From an optimization exercise on the open Yosys and OpenROAD flow, aimed at small area, a short achievable clock period and few clock cycles per item; shortcuts taken in it are not production practice.
The RTL was checked by simulation tests, not by an equivalence proof against the original design.

==> flow/design.v <==
module se05x_tx_frame (
    input  wire        clk,
    input  wire        rst,             
    input  wire        msg_valid,
    output wire        msg_ready,
    input  wire [31:0] msg_data,
    output reg         out_valid,
    input  wire        out_ready,
    output reg  [31:0] out_data,
    output reg         out_last
);
    localparam [7:0] NAD_H2C = 8'h5A;
    localparam [2:0] S_IDLE = 3'd0,     
                     S_HDR  = 3'd1,     
                     S_DATA = 3'd2,     
                     S_CRLO = 3'd3,
                     S_CRHI = 3'd4;
    function [15:0] crc_byte;
        input [15:0] c;
        input [7:0]  b;
        integer k;
        reg [15:0] x;
        begin
            x = c ^ {8'h00, b};
            for (k = 0; k < 8; k = k + 1)
                x = x[0] ? ((x >> 1) ^ 16'h8408) : (x >> 1);
            crc_byte = x;
        end
    endfunction
    reg [2:0]  state;
    reg [1:0]  hpos;         
    reg [15:0] remaining;    
    reg [7:0]  dleft;        
    reg        tx_seq;
    reg [15:0] crc;
    reg [31:0] ibuf;
    reg [2:0]  ileft;
    reg [31:0] obuf;
    reg [1:0]  olane;
    wire [7:0] clen = (remaining > 16'd254) ? 8'd254 : remaining[7:0];
    wire       more = (remaining > 16'd254);
    wire [15:0] crc_x = crc ^ 16'hFFFF;
    reg  [7:0] ebyte;
    reg        ehave;        
    reg        elast;        
    always @(*) begin
        ebyte = 8'h00;
        ehave = 1'b0;
        elast = 1'b0;
        case (state)
            S_HDR: begin
                ehave = 1'b1;
                case (hpos)
                    2'd0:    ebyte = NAD_H2C;
                    2'd1:    ebyte = {1'b0, tx_seq, more, 5'b00000};
                    default: ebyte = clen;
                endcase
            end
            S_DATA: begin
                ehave = (ileft != 3'd0);
                ebyte = ibuf[7:0];
            end
            S_CRLO: begin
                ehave = 1'b1;
                ebyte = crc_x[7:0];
            end
            S_CRHI: begin
                ehave = 1'b1;
                ebyte = crc_x[15:8];
                elast = 1'b1;
            end
            default: ;
        endcase
    end
    wire completes = elast || (olane == 2'd3);
    wire out_free  = !out_valid || out_ready;
    wire emit      = ehave && (!completes || out_free);
    assign msg_ready = (state == S_IDLE) || (state == S_DATA && ileft == 3'd0);
    wire [31:0] obuf_next = obuf | ({24'h0, ebyte} << {olane, 3'b000});
    always @(posedge clk) begin
        if (rst) begin
            state     <= S_IDLE;
            ileft     <= 3'd0;
            olane     <= 2'd0;
            obuf      <= 32'h0;
            out_valid <= 1'b0;
            tx_seq    <= 1'b0;
        end else begin
            if (out_valid && out_ready)
                out_valid <= 1'b0;
            if (msg_valid && msg_ready) begin
                if (state == S_IDLE) begin
                    remaining <= msg_data[15:0];
                    hpos      <= 2'd0;
                    crc       <= 16'hFFFF;
                    state     <= S_HDR;
                end else begin
                    ibuf  <= msg_data;
                    ileft <= 3'd4;
                end
            end
            if (emit) begin
                if (completes) begin
                    out_data  <= obuf_next;
                    out_last  <= elast;
                    out_valid <= 1'b1;
                    obuf      <= 32'h0;
                    olane     <= 2'd0;
                end else begin
                    obuf  <= obuf_next;
                    olane <= olane + 2'd1;
                end
                if (state != S_CRLO && state != S_CRHI)
                    crc <= crc_byte(crc, ebyte);
                case (state)
                    S_HDR: begin
                        hpos <= hpos + 2'd1;
                        if (hpos == 2'd2) begin
                            dleft <= clen;
                            state <= (clen == 8'd0) ? S_CRLO : S_DATA;
                        end
                    end
                    S_DATA: begin
                        ibuf      <= ibuf >> 8;
                        remaining <= remaining - 16'd1;
                        dleft     <= dleft - 8'd1;
                        ileft     <= (remaining == 16'd1) ? 3'd0 : ileft - 3'd1;
                        if (dleft == 8'd1)
                            state <= S_CRLO;
                    end
                    S_CRLO: state <= S_CRHI;
                    S_CRHI: begin
                        tx_seq <= ~tx_seq;
                        hpos   <= 2'd0;
                        crc    <= 16'hFFFF;
                        state  <= (remaining == 16'd0) ? S_IDLE : S_HDR;
                    end
                    default: ;
                endcase
            end
        end
    end
endmodule
==> flow/run.sh <==
#!/bin/bash
# synth_recipe.tcl (not shown) runs the flow's synth.tcl, then flattens the netlist and writes it again
# the make line also repeats each setting of config.mk as NAME=value (left out here)
make -C /OpenROAD-flow-scripts/flow DESIGN_CONFIG=/design/flow/config.mk WORK_HOME=/design/flow/orfs CLKGATE_MAP_FILE= SYNTH_SCRIPT=/design/flow/synth_recipe.tcl finish
==> flow/config.mk <==
export PLATFORM = sky130hd
export DESIGN_NAME = se05x_tx_frame
export DESIGN_NICKNAME = se05x_tx_frame
export VERILOG_FILES = /design/flow/design.v
export SDC_FILE = /design/flow/constraint.sdc
export NUM_CORES = 4
export LEC_CHECK = 0
export CAP_MARGIN = 20
export CORE_MARGIN = 2
export CORE_UTILIZATION = 40
export SLEW_MARGIN = 20
==> flow/constraint.sdc <==
create_clock -name core_clock -period 8.0 [get_ports {clk}]
set_input_delay 1.6000 -clock core_clock [delete_from_list [all_inputs] [get_ports {clk}]]
set_output_delay 1.6000 -clock core_clock [all_outputs]
set_load 0.01 [all_outputs]
==> metrics.cfg, run 1 <==
[run_status]
status = complete, no violations

[min_path]
worstHoldPathCells = 2
min_from = obuf[27]
hold_class = flip-flop to flip-flop

[floorplanning]
coreArea_um2 = 18770
num_rows = 50
die_area_um2 = 20320
die_w_um = 142.5
start_util_pct = 40.91
io_pins = 71
die_h_um = 142.5

[critical_path]
r2r-start = state[2]
worst_ep_required_time_ns = 8.19
worstSetupStartpointType = primary input
r2r.worst_path.cells = 8
cp_max_fo = 71
endpoint_kind = flip-flop
crit_start = out_ready
critPathKind = primary input to flip-flop
cp.arrival_ns = 4.52

[logic_synthesis]
synth_edf_count = 107
avgSynthCellArea_um2 = 9.818
yosysWarnings = 1
async_reset_ff_share_pct = 0
syn_area_um2 = 7677
synth_fp_nets = 830
synth_cell_types = 62
syn-instance-count = 782
seq_area_frac_synth_pct = 52.80
synth_top_flop_cell = edfxtp_1
synth-seq-cells = 149

[clocking]
insertion_delay_ns = 0.44
htree_levels = 4
numCtsBuffers = 17
cts_setup_buffers = 0
hold_buffers = 0
cts-root-buf = clkbuf_16
cts-resized-gates = 0
cts_tree = yes
clkTransAtPathRegs_ns = 0.07
cts_buffer_depth = 2
cts.sinks = 149

[sta]
min_period_over_period_pct = 54.13
slew_viol_final = 0
final-setup-viol-count = 0
setup_tns_ns = 0
setup_ws_ns = 3.669
slew_headroom_pct = 31.90
rsz0062_at_grt = false
fin_crit_ns = 4.331
max_freq_mhz = 230.9
tightest_slew_ns = 1.018
hold_viol = 0
fin_worst_skew_ns = 0.01324

[detailed_routing]
wl_per_cell_um = 18.45
ant_nets = 0
first_pass_iters = 5
vias_per_cell = 5.800
routed_wl_um = 19760
first_iter_violations = 573
drc = 0
vias = 6212

[place]
place.gp.congestion = 0.8665
dp_hpwl_um = 13030
placement.io_buffers = 70
placed_cell_area_um2 = 8503
dp_slack_ns = 3.126

[cells_and_area]
syn_to_final_growth_pct = 18.69
fillers = 1749
multi_input_area_um2 = 3321
drive_above_1_share_pct = 8.722
ff_latch_area_um2 = 4054
num_antenna_cells = 0
fin_nets = 872
post-route-cell-area_um2 = 9112

[global_routing]
track_usage_pct = 20.01
grt_max_degree = 72
grt_pass1_wl_um = 31790
grt_antenna_before_repair = 0
overflow = 0
first_global_vias = 5913

[job]
maxCapViolations = 0

## final cells by class
type,instances,area share (%)
clock inverters,15,1.936
multi-input cells,554,36.44
clock buffers,17,4.668
inverters,26,1.071
flip-flops and latches,149,44.49
repair buffers,76,8.183
well taps,234,3.213
## final timing paths
path / end / slack (ns)
worst max register to register: remaining[15] / 4.16
worst min register to register: obuf[27] / 0.51
worst max-delay path: remaining[15] / 3.67
worst min-delay path: obuf[27] / 0.51
## synthesized netlist by cell type (all sizes together), types with 2 or more instances
master | n | area share, %
or3b | 2 | 0.23
o21ai | 28 | 1.8
inv | 26 | 1.3
o311ai | 2 | 0.23
xor2 | 11 | 1.5
nand2 | 95 | 4.7
nand3 | 14 | 0.91
o32ai | 5 | 0.57
nand4 | 2 | 0.16
a221o | 4 | 0.52
ha | 12 | 2.0
and2 | 3 | 0.24
a211oi | 5 | 0.49
nor2b | 3 | 0.24
dfxtp | 42 | 11
nor3 | 20 | 1.3
and3 | 4 | 0.33
a31oi | 33 | 2.7
a21oi | 48 | 3.1
o22ai | 4 | 0.33
buf | 13 | 1.0
o221ai | 2 | 0.23
nor2 | 112 | 5.5
a21o | 25 | 2.5
nor4 | 6 | 0.65
a311oi | 2 | 0.23
or3 | 8 | 0.65
o22a | 6 | 0.68
xnor3 | 2 | 0.59
or4b | 2 | 0.26
o221a | 2 | 0.29
clkbuf | 40 | 2.0
xnor2 | 11 | 1.5
mux2i | 7 | 0.91
o31ai | 2 | 0.20
o21a | 4 | 0.39
or4 | 4 | 0.41
edfxtp | 107 | 42
nand2b | 9 | 0.73
a22oi | 34 | 3.3
nor3b | 3 | 0.29
a31o | 9 | 1.0
## worst max-delay path, cell delays in order
cell	delay, ns
clkdlybuf4s50_1	0.44
nor2b_1	0.40
o21ai_1	0.40
nand3_2	0.14
buf_4	0.55
nand2_1	0.48
o21a_1	0.24
o221a_2	0.25
## cell usage in the layout, fill, tap and decap left out, drive strengths merged, types with 4 or more instances in the layout
master / n
or4: 4
o32ai: 5
or3: 8
o22a: 6
a31o: 9
clkdlybuf4s50: 70
a21oi: 48
xor2: 11
nand2b: 9
buf: 6
clkinv: 6
and3: 4
nor2: 112
a21o: 25
mux2i: 7
edfxtp: 107
inv: 35
a221o: 4
clkbuf: 17
a31oi: 33
xnor2: 11
o21ai: 28
dfxtp: 42
o21a: 4
nand3: 14
nor3: 20
nand2: 95
ha: 12
o22ai: 4
a22oi: 34
a211oi: 5
nor4: 6
## layer usage
metal | wire length, um | global-route usage, %
met1 | 9089 | 27.60
met2 | 9356 | 31.43
met3 | 970 | 4.307
met4 | 339 | 6.618
met5 | 0 | 0
## metrics by stage
stage | cells | utilization, % | hold slack, ns
3_5_place_dp | 1039 | 45.31 | 0.4858
5_1_grt | 1071 | 48.55 | 0.5317
4_1_cts | 1071 | 48.51 | 0.5094
6_report | 1071 | 48.55 | 0.5064
3_3_place_gp | 1039 | 45.30 | 0.4802
2_1_floorplan | 782 | - | 0.4585
## logic make-up (layout without fill, tap and decap cells)
| kind of cell | Yosys count | count (layout) | share of synthesized area, % |
|---|---|---|---|
| buffers and inverters | 79 | 134 | 4.253 |
| and+or+nand+nor | 291 | 291 | 17.01 |
| muxes | 8 | 8 | 1.059 |
| adders and majority gates | 12 | 12 | 1.956 |
| DFF | 149 | 149 | 52.80 |
| xor gates and xnor gates | 25 | 25 | 3.895 |
| AOI/OAI and AO/OA | 218 | 218 | 19.02 |
## flip-flops by register name (all words and copies together) (netlist names)
| name | cells |
|---|---|
| ibuf | 32 |
| obuf | 32 |
| out_data | 32 |
| crc | 16 |
| remaining | 16 |
| dleft | 8 |
| ileft | 3 |
| state | 3 |
| hpos | 2 |
| olane | 2 |
| out_last | 1 |
| out_valid | 1 |
| tx_seq | 1 |
Testbench counts, summed over its fixed seeds: cycles 224,247, messages 960.
==> run 2: changes to the inputs <==
==> flow/design.v (replaced) <==
module se05x_tx_frame (
    input  wire        clk,
    input  wire        rst,             
    input  wire        msg_valid,
    output wire        msg_ready,
    input  wire [31:0] msg_data,
    output reg         out_valid,
    input  wire        out_ready,
    output reg  [31:0] out_data,
    output reg         out_last
);
    localparam [7:0] NAD_H2C = 8'h5A;
    function [15:0] f8;
        input [15:0] c;
        input [7:0]  b;
        reg   [7:0]  x;
        begin
            x  = c[7:0] ^ b;
            x  = x ^ {x[3:0], 4'b0000};
            f8 = {8'h00, c[15:8]} ^ {x, 8'h00} ^ {5'b00000, x, 3'b000} ^ {12'h000, x[7:4]};
        end
    endfunction
    reg        busy;         
    reg        hdr;          
    reg        tailhi;       
    reg        odd;          
    reg        tx_seq;       
    reg [15:0] rem;          
    reg [5:0]  q;            
    reg [1:0]  r;
    reg [15:0] crc;
    reg [23:0] lb;           
    wire out_free = !out_valid || out_ready;
    wire       more  = (rem[15:8] != 8'h00) || (rem[7:0] == 8'hFF);
    wire [7:0] clen  = more ? 8'd254 : rem[7:0];
    wire       rem0  = (rem == 16'h0000);
    wire       qnz   = (q != 6'd0);
    wire [7:0] nb0 = msg_data[7:0];
    wire [7:0] nb1 = msg_data[15:8];
    wire [7:0] nb2 = msg_data[23:16];
    wire [31:0] dw = odd ? {nb2, nb1, nb0, lb[23:16]}
                         : {nb0, lb[23:16], lb[15:8], lb[7:0]};
    wire [31:0] hw = {(odd ? lb[15:8] : nb0), clen, {1'b0, tx_seq, more, 5'b00000}, NAD_H2C};
    wire [31:0] w  = hdr ? hw : dw;
    wire need_word = busy && !tailhi &&
                     (hdr ? (!odd && !rem0) : (qnz || (odd && r[1])));
    wire       tp = !tailhi && (hdr ? rem0 : !qnz);
    wire [1:0] kk = hdr ? 2'd3 : r;
    wire       fend   = tailhi || (!hdr && !qnz && r != 2'd3);    
    wire       msgend = fend && rem0;
    wire [15:0] c1 = f8(crc, w[7:0]);
    wire [15:0] c2 = f8(c1,  w[15:8]);
    wire [15:0] c3 = f8(c2,  w[23:16]);
    wire [15:0] c4 = f8(c3,  w[31:24]);
    reg  [15:0] cf;
    always @(*) begin
        case (kk)
            2'd0:    cf = crc;
            2'd1:    cf = c1;
            2'd2:    cf = c2;
            default: cf = c3;
        endcase
    end
    wire [7:0] tlo = ~cf[7:0];
    wire [7:0] thi = ~cf[15:8];
    reg [31:0] ow;
    always @(*) begin
        if (tailhi)
            ow = {24'h000000, ~crc[15:8]};
        else if (!tp)
            ow = w;
        else
            case (kk)
                2'd0:    ow = {16'h0000, thi, tlo};
                2'd1:    ow = {8'h00, thi, tlo, w[7:0]};
                2'd2:    ow = {thi, tlo, w[15:0]};
                default: ow = {tlo, w[23:0]};
            endcase
    end
    wire go       = busy && out_free && (!need_word || msg_valid);
    wire take_len = !busy || (out_free && msgend && !need_word);
    assign msg_ready = take_len || (out_free && need_word);
    always @(posedge clk) begin
        if (rst) begin
            busy      <= 1'b0;
            hdr       <= 1'b1;
            tailhi    <= 1'b0;
            odd       <= 1'b0;
            tx_seq    <= 1'b0;
            crc       <= 16'hFFFF;
            out_valid <= 1'b0;
        end else begin
            if (out_valid && out_ready)
                out_valid <= 1'b0;
            if (msg_valid && busy && need_word && out_free)
                lb <= msg_data[31:8];
            if (go) begin
                out_valid <= 1'b1;
                out_data  <= ow;
                out_last  <= fend;
                if (fend) begin
                    tailhi <= 1'b0;
                    hdr    <= 1'b1;
                    odd    <= ~odd;
                    tx_seq <= ~tx_seq;
                    crc    <= 16'hFFFF;
                    if (rem0)
                        busy <= 1'b0;
                end else if (hdr) begin
                    hdr <= 1'b0;
                    rem <= rem - {8'h00, clen};
                    q   <= clen[7:2] - {5'b00000, (clen[1:0] == 2'd0)};
                    r   <= clen[1:0] - 2'd1;
                    if (rem0) begin
                        tailhi <= 1'b1;
                        crc    <= c3;
                    end else
                        crc    <= c4;
                end else if (qnz) begin
                    q   <= q - 6'd1;
                    crc <= c4;
                end else begin
                    tailhi <= 1'b1;
                    crc    <= c3;
                end
            end
            if (msg_valid && take_len) begin
                busy <= 1'b1;
                hdr  <= 1'b1;
                odd  <= 1'b0;
                rem  <= msg_data[15:0];
            end
        end
    end
endmodule
--- a/flow/config.mk
+++ b/flow/config.mk
@@ -9,3 +9,4 @@
 export CORE_MARGIN = 2
 export CORE_UTILIZATION = 40
+export SETUP_SLACK_MARGIN = 4.5
 export SLEW_MARGIN = 20
==> metrics.cfg, run 2 <==
[run_status]
status = complete, no violations

[cells_and_area]
num_antenna_cells = 0  ; unchanged
final_common_cell = buf_4
reg_top3 = out_data (32), lb (24)
largest_register_ff_count = 32
fin_nets = 988  ; +13%
drive_above_1_share_pct = 35.65  ; +27 points
layout_common_cells = buf_4, edfxtp_1, nor2_1
finalNonFillerCells = 1180  ; +10%
syn_to_final_growth_pct = 47.71
top_register = out_data

[sta]
final-setup-viol-count = 0  ; unchanged
min_period_over_period_pct = 53.59  ; -0.55 points
max_freq_mhz = 233.3  ; +1.0%
slew_viol_final = 0  ; unchanged
slew_headroom_pct = 17.61  ; -14 points
hold_viol = 0  ; unchanged
fin_crit_ns = 4.287  ; -0.04366 ns
fin_worst_skew_ns = 0.01085  ; -0.002398 ns
setup_tns_ns = 0  ; unchanged
rsz0062_at_grt = true
tightest_slew_ns = 1.223  ; +0.2052 ns

[clocking]
cts-root-buf = clkbuf_16
numCtsBuffers = 9  ; -8
cts_buffer_depth = 2  ; unchanged
hold_buffers = 0  ; unchanged
insertion_delay_ns = 0.37  ; -0.07 ns
htree_levels = 3  ; -1
clkTransAtPathRegs_ns = 0.08  ; about the same
cts_tree = yes
cts.sinks = 103  ; -31%

[place]
placement.io_buffers = 70  ; unchanged
dp.cells = 1019  ; -1.9%
dp_hpwl_um = 18430  ; +41%
place.gp.congestion = 1.010  ; +17%

[logic_synthesis]
syn-instance-count = 758  ; -3.1%
synth_edf_count = 81  ; -24%
yosysWarnings = 1  ; unchanged
synth_top_flop_cell = edfxtp_1
synth-seq-cells = 103  ; -31%
synth.most_common_cell = nor2_1
synth_top_area_share_pct = 32.97  ; -8.9 points
syn_area_um2 = 7377  ; -3.9%
synth_cell_types = 65  ; +4.8%
seq_area_frac_synth_pct = 38.94  ; -14 points
synth_fp_nets = 800  ; -3.6%
avgSynthCellArea_um2 = 9.732  ; -0.87%
synth_common_cells = nor2_1, edfxtp_1, nand2_1, xnor2_1, o21ai_0
synth_top_cell_by_area = edfxtp_1
async_reset_ff_share_pct = 0  ; unchanged
synth_area_leaders = edfxtp_1, xnor2_1, dfxtp_1

[critical_path]
endpoint_kind = primary output
worst_ep_required_time_ns = 6.40  ; -1.79 ns
cp.arrival_ns = 2.69  ; -1.83 ns
critPathKind = flip-flop to primary output
cp_max_fo = 2  ; -97%
worstSetupStartpointType = flip-flop

[floorplanning]
coreArea_um2 = 18020  ; -4.0%
num_rows = 49  ; -2.0%
start_util_pct = 40.93  ; about the same
die_area_um2 = 19550  ; -3.8%
die_w_um = 139.8  ; -1.9%
io_pins = 71  ; unchanged
die_h_um = 139.8  ; -1.9%

[detailed_routing]
routed_wl_um = 28160  ; +43%
vias = 7067  ; +14%
drc = 0  ; unchanged
wl_per_cell_um = 23.86  ; +29%
first_iter_violations = 615  ; +7.3%
first_pass_iters = 5  ; unchanged
vias_per_cell = 5.989  ; +3.3%
ant_nets = 0  ; unchanged

[min_path]
hold_class = flip-flop to flip-flop

[global_routing]
grt_antenna_before_repair = 0  ; unchanged
grt_pass1_wl_um = 40510  ; +27%
track_usage_pct = 27.67  ; +7.7 points
grt_max_degree = 49  ; -32%
first_global_vias = 6556  ; +11%
overflow = 0  ; unchanged

[job]
maxCapViolations = 0  ; unchanged

-- run 2: area by class of cell --
class                   count  area [um2]
clock buffers               9       225.2
clock inverters             7       72.57
fillers                  1464        7128
inverters                  13       48.80
multi-input cells         593        5284
flip-flops and latches    103        2880
well taps                 229       286.5
repair buffers            226        2100
-- run 2: repair_timing --
action,in CTS,in global routing
setup buffers,75,67
hold endpoints to repair,0,0
setup endpoints to repair,121,88
gates resized for setup,156,94
pin swaps,69,63
cloned,2,1
-- run 2: critical path, stage by stage, from the launching register on --
cell      delay (ns)
edfxtp_1        0.41
or4_4           0.58
or2_4           0.30
nor2_4          0.09
and4b_2         0.33
nor3_4          0.05
nor2_2          0.15
nor2_2          0.07
a21oi_2         0.14
o21ai_2         0.06
buf_2           0.14
-- run 2: per-layer routing --
| metal | track usage (%) | part of all wire (%) | vias to the layer above | wire length [um] |
|---|---|---|---|---|
| met1 | 38.98 | 41 | 3430 | 11630 |
| met4 | 13.26 | 5.1 | 0 | 1432 |
| met5 | 0 | 0 | - | 0 |
| li1 | - | - | 3118 | - |
| met3 | 5.575 | 9.5 | 77 | 2672 |
| met2 | 40.85 | 44 | 442 | 12420 |
-- run 2: stage by stage --
| step | area, um2 | utilization, % | hold slack, ns | worst slack, ns |
|---|---|---|---|---|
| after floorplan | 7556 | - | 0.4850 | 3.792 |
| after global placement | 8397 | 46.58 | 0.5040 | 2.855 |
| after detailed placement | 8397 | 46.58 | 0.5109 | 2.735 |
| after CTS | 9903 | 54.94 | 0.5340 | 3.720 |
| after global routing | 10900 | 60.45 | 0.5991 | 3.676 |
| final | 10900 | 60.45 | 0.5280 | 3.713 |
-- run 2: cells by family (layout without fill, tap and decap cells) --
group | count (synthesis) | count (layout) | share of synthesized area [%]
AO/OA/AOI/OAI | 187 | 187 | 16.66
multiplexers | 33 | 33 | 4.562
adder cells (fa/ha/maj) | 6 | 6 | 1.018
other | 1 | 1 | 0.05083
buffers and inverters | 63 | 255 | 3.629
flip-flops | 103 | 103 | 38.94
AND/OR/NAND/NOR | 242 | 243 | 14.89
XOR/XNOR | 123 | 123 | 20.25
-- run 2: worst paths after layout --
| kind | start | endpoint | slack, ns | depth (start not counted) |
|---|---|---|---|---|
| setup reg to reg | odd | out_data[27] | 3.91 | 18 |
| hold / removal | tx_seq | tx_seq | 0.53 | 2 |
| hold reg to reg | tx_seq | tx_seq | 0.53 | 2 |
| setup / recovery | rem[8] | msg_ready | 3.71 | 10 |
Testbench counts of run 2, summed over its fixed seeds: cycles 45,447, messages 960.
==> run 3: changes to the inputs <==
--- a/flow/config.mk
+++ b/flow/config.mk
@@ -9,4 +9,3 @@
 export CORE_MARGIN = 2
 export CORE_UTILIZATION = 40
-export SETUP_SLACK_MARGIN = 4.5
 export SLEW_MARGIN = 20
==> metrics.cfg, run 3 <==
[run_status]
status = complete, no violations

[detailed_routing]
first_pass_iters = 5  ; unchanged
vias_per_cell = 5.927  ; -1.0%
vias = 6140  ; -13%
first_iter_violations = 595  ; -3.3%
wl_per_cell_um = 23.05  ; -3.4%
routed_wl_um = 23880  ; -15%
drc = 0  ; unchanged
ant_nets = 0  ; unchanged

[critical_path]
r2r_end = crc[8]
reg2reg_slack_ns = 2.93  ; -0.98 ns
endpoint_kind = flip-flop
cp_max_fo = 5  ; +3
r2r-start = odd
critPathKind = primary input to flip-flop
r2r.worst_path.cells = 12  ; -6
worst_ep_required_time_ns = 8.26  ; +1.86 ns
crit_end = crc[10]
crit_start = msg_data[0]
cp.arrival_ns = 5.73  ; +3.04 ns
worstSetupStartpointType = primary input

[clocking]
numCtsBuffers = 9  ; unchanged
cts_buffer_depth = 2  ; unchanged
cts_tree = yes
htree_levels = 3  ; unchanged
cts-resized-gates = 0  ; -100%
hold_buffers = 0  ; unchanged
cts.sinks = 103  ; unchanged
cts_setup_buffers = 0  ; -100%
clkTransAtPathRegs_ns = 0.07  ; about the same
cts-root-buf = clkbuf_16
insertion_delay_ns = 0.37  ; about the same

[logic_synthesis]
syn_area_um2 = 7377  ; unchanged
synth.most_common_cell = nor2_1
synth_top_cell_by_area = edfxtp_1
synth-seq-cells = 103  ; unchanged
synth_common_cells = nor2_1, edfxtp_1, nand2_1, xnor2_1, o21ai_0
async_reset_ff_share_pct = 0  ; unchanged
synth_top_flop_cell = edfxtp_1
yosysWarnings = 1  ; unchanged
synth_cell_types = 65  ; unchanged
syn-instance-count = 758  ; unchanged
synth_fp_nets = 800  ; unchanged
synth_area_leaders = edfxtp_1, xnor2_1, dfxtp_1
synth_edf_count = 81  ; unchanged
seq_area_frac_synth_pct = 38.94  ; unchanged
synth_top_area_share_pct = 32.97  ; unchanged
avgSynthCellArea_um2 = 9.732  ; unchanged

[job]
maxCapViolations = 0  ; unchanged

[global_routing]
grt_pass1_wl_um = 36220  ; -11%
first_global_vias = 5809  ; -11%
grt_antenna_before_repair = 0  ; unchanged
track_usage_pct = 24.59  ; -3.1 points
grt_max_degree = 48  ; -2.0%
overflow = 0  ; unchanged

[sta]
setup_tns_ns = 0  ; unchanged
rsz0062_at_grt = false
max_freq_mhz = 182.7  ; -22%
slew_headroom_pct = 33.98  ; +16 points
hold_viol = 0  ; unchanged
slew_viol_final = 0  ; unchanged
fin_crit_ns = 5.472  ; +1.185 ns
tightest_slew_ns = 0.9821  ; -0.2409 ns
fin_worst_skew_ns = 0.01190  ; +0.001055 ns
min_period_over_period_pct = 68.40  ; +15 points
final-setup-viol-count = 0  ; unchanged

[cells_and_area]
layout_common_cells = nor2_1, edfxtp_1, clkdlybuf4s50_1
num_antenna_cells = 0  ; unchanged
final_common_cell = nor2_1
reg_top3 = out_data (32), lb (24)
top_register = out_data
fin_nets = 844  ; -15%
syn_to_final_growth_pct = 16.01
fin_util_pct = 47.48  ; -13 points
post-route-cell-area_um2 = 8558  ; -21%
largest_register_ff_count = 32  ; unchanged
drive_above_1_share_pct = 7.683  ; -28 points

[floorplanning]
num_rows = 49  ; unchanged
die_w_um = 139.8  ; unchanged
coreArea_um2 = 18020  ; unchanged
start_util_pct = 40.93  ; unchanged
die_area_um2 = 19550  ; unchanged
io_pins = 71  ; unchanged
die_h_um = 139.8  ; unchanged

[place]
dp_hpwl_um = 18110  ; -1.7%
placed_cell_area_um2 = 8267  ; -1.5%
placement.io_buffers = 70  ; unchanged
place.gp.congestion = 0.9885  ; -2.2%

[min_path]
hold_class = flip-flop to flip-flop

## run 3: cell count changes in the layout (fill, tap and decap cells not counted), moves of 12 or more
cell	delta
buf_4	-107
buf_6	-30
clkdlybuf4s50_1	+12
nor2_1	+15
o21ai_0	+20
o21ai_1	-15
xnor2_1	+27
xnor2_2	-13
xnor2_4	-14
## run 3: layout make-up
| type | instances | area, um2 |
|---|---|---|
| Timing Repair Buffer | 83 | 798.3 |
| Multi-Input combinational cell | 592 | 4258 |
| Tap cell | 229 | 286.5 |
| Sequential cell | 103 | 2875 |
| Clock inverter | 7 | 66.31 |
| Inverter | 13 | 48.80 |
| Fill cell | 1699 | 9467 |
| Clock buffer | 9 | 225.2 |
## run 3: critical path: stages
cell and delay (ns):
clkdlybuf4s50_1 0.47, mux2i_1 0.39, nor2_1 0.10, xnor2_1 0.28, xnor3_1 0.50, xnor2_1 0.26, xnor3_2 0.35, xnor3_2 0.50
xnor3_2 0.50, xnor3_1 0.42, xor2_1 0.17, o22a_1 0.18
## run 3: worst min-delay path by stage
stage | start | to | slack [ns] | cells past startpoint
finish | tx_seq | tx_seq | 0.56 | 2
CTS | tx_seq | tx_seq | 0.56 | 2
global route | odd | odd | 0.60 | 2
detailed placement | tx_seq | tx_seq | 0.54 | 2
floorplan | tx_seq | tx_seq | 0.49 | 2
global placement | tx_seq | tx_seq | 0.51 | 2
## run 3: metal layers
layer,part of all wire [%],vias to the layer above,track usage (%)
met2,45,250,37.38
met1,46,3025,35.74
met5,0,-,0
met3,6.7,33,3.613
li1,-,2832,-
met4,2.7,0,8.842
## run 3: cells by family (layout without fill, tap and decap cells)
logic type / after synthesis / count (layout) / share of synthesized area (%)
buf+inv: 63 / 112 / 3.629
compound gates: 187 / 187 / 16.66
flops: 103 / 103 / 38.94
xor+xnor: 123 / 123 / 20.25
fa+ha+maj: 6 / 6 / 1.018
simple gates: 242 / 242 / 14.89
other cells: 1 / 1 / 0.05083
mux: 33 / 33 / 4.562
## run 3: stage by stage
step / hold slack [ns] / worst slack [ns] / instances
after floorplan: 0.4850 / 3.046 / 758
after global placement: 0.5133 / 2.286 / 1020
after detailed placement: 0.5422 / 2.190 / 1020
after CTS: 0.5604 / 2.559 / 1036
after global routing: 0.5957 / 2.399 / 1036
final: 0.5566 / 2.528 / 1036

## afterwards: timing with drivers on the ports
Ports are ideal in the flow. The routed layouts listed here were re-timed in OpenROAD. Step 1: set_driving_cell puts a clkbuf_16 on clk and a buf_2 on each other input, an assumption about the parent block. Step 2 also shifts input and output timing later by t, the mid clock arrival at the registers, as if the neighbouring blocks saw the same clock. a / b / c = ideal ports / drivers / drivers and shift; a / b = the first two.
run	t (ns)	setup WS [ns]	worst setup path at the end	latest minus earliest clock arrival (ns)
run 1	0.479	3.669 / 3.688 / 3.209	input to register	0.014 / 0.014
run 2	0.413	3.713 / 3.666 / 3.358	input to register	0.011 / 0.011
run 3	0.401	2.528 / 2.537 / 2.136	input to register	0.012 / 0.011
After both steps setup and hold are still met in every run listed. The setup slack of run 1, which loses most, moves by +0.019 ns with the drivers and by -0.460 ns with both steps.
